This design comes from an exercise in tuning for small area, a short achievable clock period and few clock cycles on the open sky130 flow, not from production work.
Function was checked by simulation only, so behaviour that the tests miss may differ from the original.
Power is estimated from default activity; no workload was simulated.

// mee_arith
module mee_arith (
    input  wire        clk,
    input  wire        rst,         
    input  wire        cmd_valid,   
    input  wire [31:0] cmd_word,
    input  wire [31:0] op_a,        
    input  wire [31:0] op_b,        
    input  wire [31:0] op_n,        
    input  wire        ovr_clr,     
    output reg         busy,
    output reg         done,
    output reg         ok,
    output wire [3:0]  err,
    output reg         cmdovr,
    output reg  [31:0] res,
    output wire [63:0] s,
    output wire [63:0] t
);
Size in the first run: about 5200 cells after synthesis, about 300 I/O pins, about 43000 um^2 of cells after synthesis.
make LEC_CHECK=0 CAP_MARGIN=20 CORE_MARGIN=2 CORE_UTILIZATION=40 PLACE_DENSITY=0.5 SETUP_SLACK_MARGIN=5 SLEW_MARGIN=20 finish   # period 13.0 ns
run.sh (not shown) runs the stock make flow with config.mk's settings and CLKGATE_MAP_FILE= SYNTH_SCRIPT=/design/flow/synth_recipe.tcl, a recipe that flattens the netlist after the stock synthesis.
Testbench counts at the start, summed over its fixed seeds: cycles 296,685.
Then changed:
==> flow/flow/run.sh (new file) <==
#!/bin/bash
# The standard layout (the standard.sh: standard synthesis, floorplan,
# placement, CTS, routing, finish) with the design's SDC and clock period,
# but with timing repair asked to leave 8 ns of setup slack, so that it keeps
# sizing and buffering paths until they are at most 5 ns long. make's
# full output goes to standard.log; each tool's own log is under orfs/logs.
set -euo pipefail
bash standard.sh SETUP_SLACK_MARGIN=8 finish > standard.log 2>&1
==> flow/standard.sh (new file) <==
#!/bin/bash
# synth_recipe.tcl (not shown) runs the flow's synth.tcl, then flattens the netlist and writes it again
# the make line also repeats each setting of config.mk as NAME=value (left out here)
make -C /OpenROAD-flow-scripts/flow DESIGN_CONFIG=/design/flow/config.mk WORK_HOME=/design/flow/orfs CLKGATE_MAP_FILE= SYNTH_SCRIPT=/design/flow/synth_recipe.tcl "${@:-finish}"
- SETUP_SLACK_MARGIN: 5 -> not set
removed: flow/run.sh
After rerunning: Count of clock-buffer cells in the layout rises by 3; power rises by 13%; synthesized cell count is unchanged; critical path depth rises by 2; clock power barely changes; register-to-register slack improved by 1.5 ns; routed wire length rises by 5.2%.
Then changed:
==> flow/flow/run.sh (replaced) <==
#!/bin/bash
# The standard layout (the standard.sh: standard synthesis, floorplan,
# placement, CTS, routing, finish) with the design's SDC and clock period,
# but with timing repair asked to leave 7 ns of setup slack, so that it keeps
# sizing and buffering paths until they are at most 6 ns long. make's
# full output goes to standard.log; each tool's own log is under orfs/logs.
set -euo pipefail
bash standard.sh SETUP_SLACK_MARGIN=7 finish > standard.log 2>&1
Sequential share of layout area went up by 1.0 points.
Via count falls by 1.6%.
Global-route usage falls by 1.5 points.
Critical path depth decreases by 8.
Sequential power hardly moves.
Synthesized area stays the same.

Starting RTL as in the previous note.
Settings: LEC_CHECK=0, CAP_MARGIN=10, CORE_MARGIN=2, CORE_UTILIZATION=40, PLACE_DENSITY=0.5, SLEW_MARGIN=10; clock period 13.0 ns.
standard.sh (not shown) runs the stock make flow with config.mk's settings and CLKGATE_MAP_FILE= SYNTH_SCRIPT=/design/flow/synth_recipe.tcl, a recipe that flattens the netlist after the stock synthesis.
==> flow/flow/run.sh <==
#!/bin/bash
# The standard layout (the standard.sh: standard synthesis, floorplan,
# placement, CTS, routing, finish) with the design's SDC and clock period,
# but with timing repair asked to leave 8 ns of setup slack, so that it keeps
# sizing and buffering paths until they are at most 5 ns long. make's
# full output goes to standard.log; each tool's own log is under orfs/logs.
set -euo pipefail
bash standard.sh SETUP_SLACK_MARGIN=8 finish > standard.log 2>&1
Testbench counts at the start, summed over its fixed seeds: cycles 296,685.
==> next run, changes <==
==> flow/flow/run.sh (replaced) <==
#!/bin/bash
# The standard layout (the standard.sh: standard synthesis, floorplan,
# placement, CTS, routing, finish) with the design's SDC and clock period,
# but with timing repair asked to leave 7.5 ns of setup slack, so that it keeps
# sizing and buffering paths until they are at most 5.5 ns long. make's
# full output goes to standard.log; each tool's own log is under orfs/logs.
set -euo pipefail
bash standard.sh SETUP_SLACK_MARGIN=7.5 finish > standard.log 2>&1
--- a/flow/config.mk
+++ b/flow/config.mk
@@ -8 +8 @@
-export CAP_MARGIN = 10
+export CAP_MARGIN = 20
@@ -12 +12 @@
-export SLEW_MARGIN = 10
+export SLEW_MARGIN = 20
Result:
- The changed run completed with no timing, DRC or antenna violations
- wire length drops by about 2.1%
- setup slack is worse by 0.080 ns
- clock skew falls by 0.012 ns
- non-clock buffer count fell by 79

[what the ideal ports hide]
Ports are ideal in the flow. The routed layouts listed here were re-timed in OpenROAD.
Step 1 sets driving cells, clkbuf_16 on the clock port and buf_2 on the other inputs (assumed; they add their load-dependent delay and slew).
Step 2 moves the port delays by t, midway between the first and last clock arrival at a register: inputs arrive t later, outputs are due t later. That takes back most of the time a late clock gives input paths.
Three values: ideal ports, drivers, drivers and shift; two values: the first two.
run | t, ns | setup slack, ns | worst hold slack (ns) | slew at the worst register clock pin (ns)
the first run of note 1 | 0.738 | 5.957 / 5.957 / 5.957 | 0.448 / 0.448 / 0.448 | 0.07 / 0.07
the second run of note 1 | 0.738 | 7.441 / 7.441 / 7.441 | 0.452 / 0.452 / 0.452 | 0.07 / 0.07
the third run of note 1 | 0.738 | 7.011 / 7.011 / 7.011 | 0.449 / 0.449 / 0.449 | 0.07 / 0.07
the first run of note 2 | 0.736 | 7.439 / 7.439 / 7.439 | 0.452 / 0.452 / 0.452 | 0.07 / 0.07
the second run of note 2 | 0.742 | 7.359 / 7.359 / 7.359 | 0.453 / 0.453 / 0.453 | 0.07 / 0.07
After both steps setup and hold are still met in every run listed.
